Context: an optimization exercise on an open-source flow, tuned for small area, a short achievable clock period and few clock cycles. The choices shown serve that exercise and are no tape-out recipe. The RTL was checked by simulation tests, not by an equivalence proof against the original design.

==> flow/design.v (excerpt) <==
module robo_math (
    input  wire        clk,
    input  wire        rst,           
    input  wire        cmd_valid,
    output wire        cmd_ready,
    input  wire [31:0] cmd_header,
    input  wire [31:0] cmd_arg0,
    input  wire [31:0] cmd_arg1,
    output wire        rsp_valid,
    input  wire        rsp_ready,
    output wire [7:0]  rsp_status,
    output wire [31:0] rsp_data0,
    output wire [31:0] rsp_data1
);
    localparam [7:0] OP_DIV_CALC  = 8'h02;
    localparam [7:0] OP_TO_MONO   = 8'h30;
    localparam [7:0] OP_TO_FLOAT  = 8'h31;
    localparam [7:0] OP_GET_PEAK  = 8'h32;
    localparam [2:0] S_IDLE = 3'd0;
    localparam [2:0] S_FLT  = 3'd1;    
    localparam [2:0] S_NRMB = 3'd2;    
    localparam [2:0] S_MUL  = 3'd3;    
    localparam [2:0] S_DIV  = 3'd4;    
    localparam [2:0] S_RND  = 3'd5;    
    reg  [2:0]  state;
    reg         rsp_valid_r;
    reg         err_r;           
    reg         earg_r;          
    reg  [31:0] data0_r;
    reg  [31:0] data1_r;
    reg  [56:0] rem_r;           
    reg  [55:0] den_r;           
    reg  signed [7:0] exp_r;     
    reg         sign_r;
    reg  [1:0]  wsel_r;          
    reg         started_r;       
    wire idle = (state == S_IDLE);
    assign cmd_ready  = idle & (~rsp_valid_r | rsp_ready);
    assign rsp_valid  = rsp_valid_r;
    assign rsp_status = {2'b00, err_r, 3'b000, earg_r, err_r};
    assign rsp_data0  = data0_r;
    assign rsp_data1  = data1_r;
    wire fire = cmd_valid & cmd_ready;
    wire [7:0]  op  = cmd_header[31:24];
    wire [23:0] imm = cmd_header[23:0];
  ...
Size: ~3700 cells after synthesis, about 190 flip-flops, about 170 I/O pins.
Settings: LEC_CHECK=0, CAP_MARGIN=20, CORE_MARGIN=2, CORE_UTILIZATION=40, PLACE_DENSITY=0.6, SETUP_SLACK_MARGIN=5, SLEW_MARGIN=20; clock period 11.0 ns.
run.sh (not shown) runs the stock make flow with config.mk's settings and CLKGATE_MAP_FILE= SYNTH_SCRIPT=/design/flow/synth_recipe.tcl, a recipe that flattens the netlist after the stock synthesis.
Testbench counts at the start, summed over its fixed seeds: cycles 41,313.
Then changed:
- SETUP_SLACK_MARGIN: 5 -> unset
Design area drops by 15%.
First-iteration DRC count drops by 11%.
Critical path depth drops by 3.
Fmax drops by 9.3%.
Die area stays the same.


robo_math, a different RTL version from the one above (not shown whole).
For scale: about 5300 cells after synthesis, ~270 flip-flops, roughly 44000 um2 of cells after synthesis.
==> flow/config.mk <==
export PLATFORM = sky130hd
export DESIGN_NAME = robo_math
export DESIGN_NICKNAME = robo_math
export VERILOG_FILES = /design/flow/design.v
export SDC_FILE = /design/flow/constraint.sdc
export NUM_CORES = 4
export LEC_CHECK = 0
export CAP_MARGIN = 20
export CORE_MARGIN = 2
export CORE_UTILIZATION = 40
export PLACE_DENSITY = 0.6
export SLEW_MARGIN = 20
==> flow/constraint.sdc <==
create_clock -name core_clock -period 11.0 [get_ports {clk}]
set_input_delay 2.2000 -clock core_clock [delete_from_list [all_inputs] [get_ports {clk}]]
set_output_delay 2.2000 -clock core_clock [all_outputs]
set_load 0.01 [all_outputs]
The starting point produced a clean layout.
Testbench counts at the start, summed over its fixed seeds: cycles 19,974.
Then changed:
SETUP_SLACK_MARGIN = 3   (was default)
The changed run completed without violations.
First-iteration DRC count increases slightly.
Via count barely changes.
Global-route usage drops by 0.40 points.
Synthesized cell count does not change.
Final cell count rose slightly.
Routed wire length came out lower slightly.


old:
robo_math, a different RTL version from the one above (not shown whole).
Size in the first run: about 260 flip-flops, roughly 170 I/O pins.
==> flow/design.v (excerpt) <==
module robo_math (
    input  wire        clk,
    input  wire        rst,           
    input  wire        cmd_valid,
    output wire        cmd_ready,
    input  wire [31:0] cmd_header,
    input  wire [31:0] cmd_arg0,
    input  wire [31:0] cmd_arg1,
    output wire        rsp_valid,
    input  wire        rsp_ready,
    output wire [7:0]  rsp_status,
    output wire [31:0] rsp_data0,
    output wire [31:0] rsp_data1
);
    localparam integer DSTEP = 4;             
    localparam integer DCYC  = 28 / DSTEP;    
    localparam [7:0] OP_DIV_CALC  = 8'h02;
    localparam [7:0] OP_TO_MONO   = 8'h30;
    localparam [7:0] OP_TO_FLOAT  = 8'h31;
    localparam [7:0] OP_GET_PEAK  = 8'h32;
    localparam [2:0] S_IDLE = 3'd0;
    localparam [2:0] S_FLT  = 3'd1;    
    localparam [2:0] S_MUL  = 3'd2;    
    localparam [2:0] S_DIV  = 3'd3;    
    localparam [2:0] S_RND  = 3'd4;    
    reg  [2:0]  state;
    reg         rsp_valid_r;
    reg         err_r;           
    reg         earg_r;          
    reg  [31:0] data0_r;
    reg  [31:0] data1_r;
    reg         s0_v;
    reg         s0_mono, s0_flt, s0_div, s0_err, s0_earg;
    reg         sign_r;
    reg  [1:0]  wsel_r;          
    reg  [58:0] rem_r;           
    reg  [55:0] den_r;           
    reg  [58:0] car_r;           
    reg  signed [7:0] exp_r;     
    reg         first_r;         
    reg  [2:0]  cnt_r;
    wire out_free = ~rsp_valid_r | rsp_ready;
    wire idle     = (state == S_IDLE);
    wire s0_simple = ~s0_flt & ~s0_div;
    assign cmd_ready  = (idle & (~s0_v | (s0_simple & out_free))) |
                        ((state == S_FLT) & out_free) |
                        (state == S_RND);
  ...
clock: 11.0 ns
lec_check: 0
cap_margin: 20
core_margin: 2
core_utilization: 40
place_density: 0.6
setup_slack_margin: 5
slew_margin: 20
old: flow completed, timing, DRC and antenna clean
Testbench counts of old, summed over its fixed seeds: cycles 17,894.
#### Input delta (new over old)
-- flow/config.mk --
<<< old, line 12
export SETUP_SLACK_MARGIN = 5
>>> new, line 12
Results
Number of non-clock buffers in the layout (old / new): 1.5. Going from old to new, the minimum hold slack was found to have gone down by 0.0055 ns. From old to new the numbers moved as follows: via density per instance now smaller; global placement routability congestion now smaller; total number of cells along the worst setup path now smaller; maximum frequency from static timing analysis now smaller; final setup slack of the worst path now smaller. Ratio of final minimum period to clock period (new over old): increase, 5.8 points.


before:
Another version of the RTL of robo_math (not shown whole).
For scale: ~170 I/O pins, about 0.042 mm^2 of cells after synthesis.
==> flow/config.mk <==
export PLATFORM = sky130hd
export DESIGN_NAME = robo_math
export DESIGN_NICKNAME = robo_math
export VERILOG_FILES = /design/flow/design.v
export SDC_FILE = /design/flow/constraint.sdc
export NUM_CORES = 4
export LEC_CHECK = 0
export CAP_MARGIN = 20
export CORE_MARGIN = 2
export CORE_UTILIZATION = 40
export PLACE_DENSITY = 0.6
export SETUP_SLACK_MARGIN = 5
export SLEW_MARGIN = 20
==> flow/constraint.sdc <==
create_clock -name core_clock -period 11.0 [get_ports {clk}]
set_input_delay 2.2000 -clock core_clock [delete_from_list [all_inputs] [get_ports {clk}]]
set_output_delay 2.2000 -clock core_clock [all_outputs]
set_load 0.01 [all_outputs]
before did not stop at any stage, and its layout met the timing, DRC and antenna checks.
Testbench counts of before, summed over its fixed seeds: cycles 17,316.
The following lists how after was set up differently from before:
- TNS_END_PERCENT: unset -> 5
## What came out
After detailed routing, before needs more wire than after.
Of before and after, before shows the higher quantity of gates resized following cts, with after below it.
Going from before to after, routed wire length on met2 shrank slightly.
Summary — first-iteration DRC count, after relative to before: higher, by 5.4%.


robo_math, a different RTL version from the one above (not shown whole).
Size: about 5,400 cells after synthesis, roughly 280 flip-flops, roughly 170 I/O pins.
## robo_math
module robo_math (
    input  wire        clk,
    input  wire        rst,           
    input  wire        cmd_valid,
    output wire        cmd_ready,
    input  wire [31:0] cmd_header,
    input  wire [31:0] cmd_arg0,
    input  wire [31:0] cmd_arg1,
    output wire        rsp_valid,
    input  wire        rsp_ready,
    output wire [7:0]  rsp_status,
    output wire [31:0] rsp_data0,
    output wire [31:0] rsp_data1
);
    localparam integer DSTEP = 2;               
    localparam integer DCYC  = 7;               
    localparam integer NDIG  = 2 * DSTEP * DCYC;    
    localparam [7:0] OP_DIV_CALC  = 8'h02;
    localparam [7:0] OP_TO_MONO   = 8'h30;
    localparam [7:0] OP_TO_FLOAT  = 8'h31;
    localparam [7:0] OP_GET_PEAK  = 8'h32;
    localparam [2:0] S_IDLE = 3'd0;
    localparam [2:0] S_FLT  = 3'd1;    
    localparam [2:0] S_MUL  = 3'd2;    
    localparam [2:0] S_DIV  = 3'd3;    
    localparam [2:0] S_RND  = 3'd4;    
    reg  [2:0]  state;
    reg         rsp_valid_r;
    reg         err_r;           
    reg         earg_r;          
    reg  [31:0] data0_r;
    reg  [31:0] data1_r;
    reg         s0_v;
    reg         s0_mono, s0_flt, s0_div, s0_err, s0_earg;
    reg  [1:0]  wsel_r;          
    reg  [58:0] rem_r;           
    reg  [55:0] den_r;           
    reg  [58:0] car_r;           
    reg  [7:0]  exp_r;           
    reg  [1:0]  sh_r;            
    reg         first_r;         
    reg  [3:0]  cnt_r;
    wire [2:0]  f_d;             
    wire [2:0]  fd_r = f_d;
  ...
clock: 11.0 ns
lec_check: 0
cap_margin: 20
core_margin: 2
core_utilization: 40
place_density: 0.6
setup_slack_margin: 5
slew_margin: 20
tns_end_percent: 5
Testbench counts at the start, summed over its fixed seeds: cycles 17,316.
Then changed:
Settings changed: TNS_END_PERCENT 5 to not set.
Outcome:
- register-to-register slack is better by 0.16 ns
- non-clock buffer count came out higher by 70
- final cell count came out higher by about 0.9%
- design area came out higher by 2.6%
- clock skew came out higher by 0.019 ns
- via count came out higher by about 0.9%
- global-route usage came out higher by 1.4 points
- wire length came out higher by 4.5%


the reference run:
robo_math, a different RTL version from the one above (not shown whole).
Size: about 280 flip-flops, ~170 I/O pins, roughly 0.042 mm^2 of cells after synthesis.
Settings: LEC_CHECK=0, CAP_MARGIN=20, CORE_MARGIN=2, CORE_UTILIZATION=40, PLACE_DENSITY=0.6, SETUP_SLACK_MARGIN=5, SLEW_MARGIN=20, TNS_END_PERCENT=5; clock period 11.0 ns.
Testbench counts of the reference run, summed over its fixed seeds: cycles 17,316.
What the trial run does differently from the reference run at the input level:
- a deleted TNS_END_PERCENT that had been 5
==> comparison <==
- The reference run: flow completed, timing, DRC and antenna clean
- The trial run finished every step from synthesis to the final layout, and the layout passed the timing, DRC and antenna checks.
- Routing usage on met2 on the trial run is up relative to the reference run.
- On maximum number of pins on one net before global-route repair, the trial run tracks the reference run almost exactly.
- Higher post-layout instance area among the trial run and the reference run: the trial run
- Looking at capturing element of the worst setup path, the data0_r[27] result is from the reference run; the data0_r[28] one comes from the trial run.
- Lower fraction of the cycle the final worst path needs was reported by the trial run, not the reference run.
- Overall track demand over capacity in global routing: the trial run higher than the reference run
- Per the comparison of the trial run with the reference run, non-clock buffer total of the final layout grew by 54, maximum frequency from static timing analysis grew by 1.8%, vias after detailed routing grew by about 1%, setup slack grew by 110 ps.

port drivers added, routing unchanged:
In the flow no input, the clock included, has a driving cell. The finished layouts below were timed again as built, in two steps.
Step 1 (the two cells are an assumption about what drives the block):
set clk [get_ports {clk}]
set_driving_cell -lib_cell sky130_fd_sc_hd__clkbuf_16 $clk
set_driving_cell -lib_cell sky130_fd_sc_hd__buf_2 [delete_from_list [all_inputs] $clk]
Step 2 times the ports against the registers' clock, not the clock port: input delays grow and output delays shrink by t, the midpoint of the rising clock arrivals with the driver on.
a / b / c = ideal / step 1 / step 2; a / b = the first two.
| run | t (ns) | setup WS [ns] | hold slack, ns | latest minus earliest clock arrival (ns) | slew at the worst register clock pin (ns) |
|---|---|---|---|---|---|
| the first run of note 1 | 0.566 | 1.624 / 1.624 / 1.624 | 0.565 / 0.565 / 0.565 | 0.019 / 0.019 | 0.09 / 0.09 |
| the second run of note 1 | 0.556 | 0.663 / 0.663 / 0.663 | 0.566 / 0.566 / 0.566 | 0.022 / 0.022 | 0.10 / 0.10 |
| the first run of note 2 | 0.720 | 0.842 / 0.842 / 0.842 | 0.535 / 0.535 / 0.535 | 0.034 / 0.033 | 0.07 / 0.07 |
| the second run of note 2 | 0.714 | 2.991 / 2.991 / 2.991 | 0.533 / 0.533 / 0.533 | 0.029 / 0.029 | 0.07 / 0.07 |
| old | 0.674 | 1.220 / 1.220 / 1.220 | 0.527 / 0.527 / 0.527 | 0.033 / 0.033 | 0.07 / 0.07 |
| new | 0.677 | 0.583 / 0.583 / 0.583 | 0.521 / 0.521 / 0.521 | 0.047 / 0.048 | 0.07 / 0.07 |
| before | 0.686 | 4.535 / 4.535 / 4.288 | 0.493 / 0.493 / 0.493 | 0.023 / 0.023 | 0.07 / 0.07 |
| after | 0.691 | 4.560 / 4.560 / 4.047 | 0.581 / 0.581 / 0.581 | 0.027 / 0.027 | 0.08 / 0.08 |
| the first run of note 5 | 0.683 | 4.719 / 4.772 / 4.089 | 0.472 / 0.472 / 0.472 | 0.018 / 0.018 | 0.07 / 0.07 |
| the second run of note 5 | 0.695 | 4.951 / 4.951 / 4.475 | 0.454 / 0.454 / 0.454 | 0.037 / 0.037 | 0.07 / 0.07 |
| the reference run | 0.675 | 4.627 / 4.627 / 4.043 | 0.588 / 0.588 / 0.588 | 0.031 / 0.031 | 0.07 / 0.07 |
| the trial run | 0.675 | 4.737 / 4.737 / 4.486 | 0.590 / 0.590 / 0.590 | 0.029 / 0.029 | 0.07 / 0.07 |
After both steps setup and hold are still met in every run listed. The setup slack of the first run of note 5, which loses most, moves by +0.053 ns with the drivers and by -0.630 ns with both steps.
